From an optimization exercise on the open Yosys and OpenROAD flow, aimed at small area, a short achievable clock period and few clock cycles; shortcuts taken in it are not production practice. The RTL was checked by simulation tests, not by an equivalence proof against the original design. Power is estimated from default activity; no workload was simulated.

== rev 12 ==
==> flow/design.v (excerpt) <==
module vm16_core (
    input  wire        clk,
    input  wire        rst,         
    output reg         mem_req,
    output reg         mem_we,
    output reg  [15:0] mem_addr,
    output wire [15:0] mem_wdata,
    input  wire [15:0] mem_rdata,
    input  wire        mem_ready,
    input  wire        in_valid,
    input  wire [7:0]  in_data,
    output wire        in_ready,
    output wire        out_valid,
    output reg  [7:0]  out_data,
    input  wire        out_ready,
    output wire        halted
);
    localparam [15:0] RESET_PC = 16'h3000;
    localparam [2:0] F_POS = 3'b001, F_ZRO = 3'b010, F_NEG = 3'b100;
    localparam [3:0] OP_BR   = 4'h0, OP_ADD = 4'h1, OP_LD  = 4'h2, OP_ST   = 4'h3,
                     OP_JSR  = 4'h4, OP_AND = 4'h5, OP_LDR = 4'h6, OP_STR  = 4'h7,
                     OP_RTI  = 4'h8, OP_NOT = 4'h9, OP_LDI = 4'hA, OP_STI  = 4'hB,
                     OP_JMP  = 4'hC, OP_RES = 4'hD, OP_LEA = 4'hE, OP_TRAP = 4'hF;
    localparam [3:0] S_FETCH   = 4'b0000,  
                     S_RUN     = 4'b0001,  
                     S_IND     = 4'b0010,  
                     S_STR_RD  = 4'b0011,  
                     S_IN_WAIT = 4'b0100,  
                     S_HALTED  = 4'b0101,
                     S_STR_LO  = 4'b1000,  
                     S_STR_HI  = 4'b1001,  
                     S_IN_SP   = 4'b1010,  
                     S_IN_ECHO = 4'b1011,  
                     S_H_A     = 4'b1100,  
                     S_H_L     = 4'b1101,  
                     S_H_T     = 4'b1110,  
                     S_H_NL    = 4'b1111;  
    reg [15:0] regs [0:7];
    reg [15:0] pc;        
    reg [2:0]  cond;
    reg [3:0]  state;
    reg        run;       
    reg [15:0] ir;        
    reg        putsp;
    reg [15:0] opa, opb;
    reg        ea_c;
  ...
export LEC_CHECK = 0
export ABC_AREA = 1
export CAP_MARGIN = 20
export CORE_MARGIN = 2
export CORE_UTILIZATION = 40
export SETUP_SLACK_MARGIN = 4.6
export SLEW_MARGIN = 20
export TNS_END_PERCENT = 0
create_clock -name core_clock -period 8.0 [get_ports {clk}]
standard.sh (not shown) runs the stock make flow with config.mk's settings and CLKGATE_MAP_FILE= SYNTH_SCRIPT=/design/flow/synth_recipe.tcl, a recipe that flattens the netlist after the stock synthesis.
==> flow/flow/run.sh <==
#!/bin/bash
# The standard layout (the standard.sh, unchanged synthesis), with the
# input and output ports buffered by buf_2 cells rather than the placer's
# default pick.  Each tool's output goes to its own log in this folder.
export BUFFER_PORTS_ARGS="-buffer_cell sky130_fd_sc_hd__buf_2"
bash standard.sh > standard.log 2>&1
status=$?
tail -5 standard.log
exit $status
Testbench counts of rev 12, summed over its fixed seeds: cycles 151,879.
Input-level comparison between rev 13 and rev 12:
Settings: removing ABC_AREA (formerly 1); changing SETUP_SLACK_MARGIN from 4.6 to 4.0.
==> notes.md <==
Routed wire in rev 13 totals less than in rev 12. Relative to rev 12, the peak per-stage delay on the critical path of rev 13 is lower by 90 ps. Looking at worst hold slack, rev 13 sits 16 ps above rev 12. Rev 13 ends up with lower net switching fraction of the power than rev 12 does. Looking at origin of the worst setup path, the ir[11]$_DFFE_PP_ result is from rev 13; the opa[6]$_DFFE_PP_ one comes from rev 12. Side by side, fraction of the mapped netlist area in simple logic gates turned out lower in rev 13 than in rev 12. Of rev 13 and rev 12, it is rev 13 that has the lower fraction of met1 tracks used by global routing. Rev 13 against rev 12: iteration-0 DRC count of the detailed router fell by 305, H-tree depth stayed essentially flat.

* * *

north:
vm16_core, a different RTL version from the one above (not shown whole).
Size in the first run: ~1600 cells after synthesis, about 230 flip-flops, ~74 I/O pins, roughly 16000 um^2 of cells after synthesis.
Settings: LEC_CHECK=0, CAP_MARGIN=20, CORE_MARGIN=2, CORE_UTILIZATION=40, SETUP_SLACK_MARGIN=4.5, SLEW_MARGIN=20, TNS_END_PERCENT=0; clock period 8.0 ns.
run.sh (not shown) runs the stock make flow with config.mk's settings and CLKGATE_MAP_FILE= SYNTH_SCRIPT=/design/flow/synth_recipe.tcl, a recipe that flattens the netlist after the stock synthesis.
Stock flow here: none of the scripts above is used.
north ran to completion and came out clean on the timing, DRC and antenna checks.
Testbench counts of north, summed over its fixed seeds: cycles 151,879.
Relative to north, the following input files were edited for east:
Settings: SETUP_SLACK_MARGIN now 4.0, was 4.5.
Findings:
No stage failed in east, and the final checks on the layout all came back clean.
Compared with north, east shows a higher HPWL after detailed placement.
Detail-routed via count per cell: north and east compared, higher one is north
Looking at north and east, the net total in the final layout is a wash.
Compared with north, in east power moved down; multi-input combinational cell area moved down.
east: time the final worst path needs with I/O delays and setup 48 ps above north
Diff north -> east: area growth from synthesis to final layout lower, internal power decreased by 1.0% relative to the old numbers, switching share of total power roughly the same, number of cell instances on the worst register-to-register path fell by 5.

* * *

lane 1:
vm16_core with an RTL version that a note above also has.
For scale: roughly 2,300 cells after synthesis, ~210 flip-flops.
==> flow/config.mk <==
export PLATFORM = sky130hd
export DESIGN_NAME = vm16_core
export DESIGN_NICKNAME = vm16_core
export VERILOG_FILES = /design/flow/design.v
export SDC_FILE = /design/flow/constraint.sdc
export NUM_CORES = 4
export LEC_CHECK = 0
export ABC_AREA = 1
export CAP_MARGIN = 20
export CORE_MARGIN = 2
export CORE_UTILIZATION = 40
export CTS_CLUSTER_DIAMETER = 100
export CTS_CLUSTER_SIZE = 18
export SETUP_SLACK_MARGIN = 4.8
export SLEW_MARGIN = 20
export TNS_END_PERCENT = 0
==> flow/constraint.sdc <==
create_clock -name core_clock -period 8.0 [get_ports {clk}]
set_input_delay 1.6000 -clock core_clock [delete_from_list [all_inputs] [get_ports {clk}]]
set_output_delay 1.6000 -clock core_clock [all_outputs]
set_load 0.01 [all_outputs]
standard.sh (not shown) runs the stock make flow with config.mk's settings and CLKGATE_MAP_FILE= SYNTH_SCRIPT=/design/flow/synth_recipe.tcl, a recipe that flattens the netlist after the stock synthesis.
Scripts as last shown in full above: flow/flow/run.sh
Testbench counts of lane 1, summed over its fixed seeds: cycles 151,879.
Modified inputs, lane 2 compared to lane 1
- clearing CTS_CLUSTER_DIAMETER, which used to be 100
- clearing CTS_CLUSTER_SIZE, which used to be 18
- swapping 40 for 55 in CORE_UTILIZATION
- swapping 4.8 for 4.0 in SETUP_SLACK_MARGIN
Results
- Looking at startpoint of the worst setup timing path, the mem_rdata[14] result is from lane 2; the opa[6] one comes from lane 1.
- Wire length of the first global-routing pass | lane 2 below lane 1
- sky130_fd_sc_hd__ha_1 as the cell type of the slowest stage on the worst timing path was reported by lane 2, and sky130_fd_sc_hd__edfxtp_1 by lane 1.
- Worst-case setup margin in the final layout on lane 2 is behind lane 1.
- Routed wire length per instance (lane 2 vs. lane 1) decreases slightly
- From lane 1 to lane 2 the numbers moved as follows: sequential share of layout area rose by 0.15 points, number of antenna violations at the first check in global routing moved down.
- Diff lane 1 -> lane 2: area growth from synthesis to layout dropped 0.47 points; clock-cell share of area climbed 2.0 points; total via count in the routed design climbed about 0.9%.
- Endpoint required time on the critical path up 1.90 ns in lane 2 wrt lane 1
- Sort lane 1 and lane 2 by later-pin clock latency in the skew report, descending, and lane 2 comes first.
Inputs modified between lane 2 and lane 3:
- a change of CORE_UTILIZATION from 55 to 40
### Flow results
- Lane 2 → lane 3: hold slack picked up an extra 0.010 ns, routed wire length picked up an extra about 6%, maximum frequency neither gained nor lost much, critical path depth lost 6, met3 global-route usage lost 2.6 points.
- Lane 3 and lane 2 ended up with roughly the same total design power.
- Against lane 2, lane 3 reports a maximum single-stage delay on the critical path that is higher.
- Summary — worst slack after detailed placement, lane 3 relative to lane 2: higher, by 0.19 ns.
- The run showing the greater placed instance area is lane 3.
- Lane 3 vs lane 2, data arrival time at the worst-slack endpoint went down by 1.90 ns.
> inputs changed (lane 3 -> lane 4)
- PLACE_DENSITY newly set to 0.75
Notes after the runs:
Comparing lane 4 and lane 3, the higher post-route cell area is on lane 4. Comparing lane 4 with lane 3, the maximum frequency came out essentially unchanged. Via count of the routed design (lane 4 over lane 3): increase, 390. Total power of lane 4 is higher than that of lane 3. Looking at vias per cell across lane 4 and lane 3, the one that comes out lower is lane 3. Diff lane 4 and lane 3: combinational fraction of design power higher in lane 3. Diff lane 4..lane 3 | register clock-pin slew on the reported worst setup and hold paths | negligible.

==> what the ideal ports hide <==
The flow's constraints put no driver on any port. The routed layouts listed below were extracted and timed again, unchanged, in two steps.
Step 1 assumes that a clkbuf_16 drives the clock port and a buf_2 every other input.
Step 2 adds t to the input delays and takes it off the output delays; t is the mean of the earliest and latest rising clock arrival at the registers after step 1. Input paths then give back, and output paths get back, about the clock's delay inside the block.
Slacks: ideal ports / drivers / drivers and shift; pairs: ideal ports / drivers.
| run | t, ns | setup slack, ns | worst setup path at the end |
|---|---|---|---|
| rev 12 | 0.611 | 4.074 / 4.021 / 3.578 | input to register |
| rev 13 | 0.629 | 3.775 / 3.718 / 3.210 | input to register |
| north | 0.621 | 3.652 / 3.604 / 3.120 | input to register |
| east | 0.627 | 3.604 / 3.550 / 3.015 | input to register |
| lane 1 | 0.565 | 4.092 / 4.044 / 3.570 | input to register |
| lane 2 | 0.597 | 3.984 / 3.980 / 3.414 | input to register |
| lane 3 | 0.604 | 3.991 / 3.943 / 3.460 | input to register |
| lane 4 | 0.617 | 3.980 / 3.924 / 3.401 | input to register |
After both steps every run listed still meets setup and hold. The setup slack of east, which loses most, moves by -0.054 ns with the drivers and by -0.589 ns with both steps.
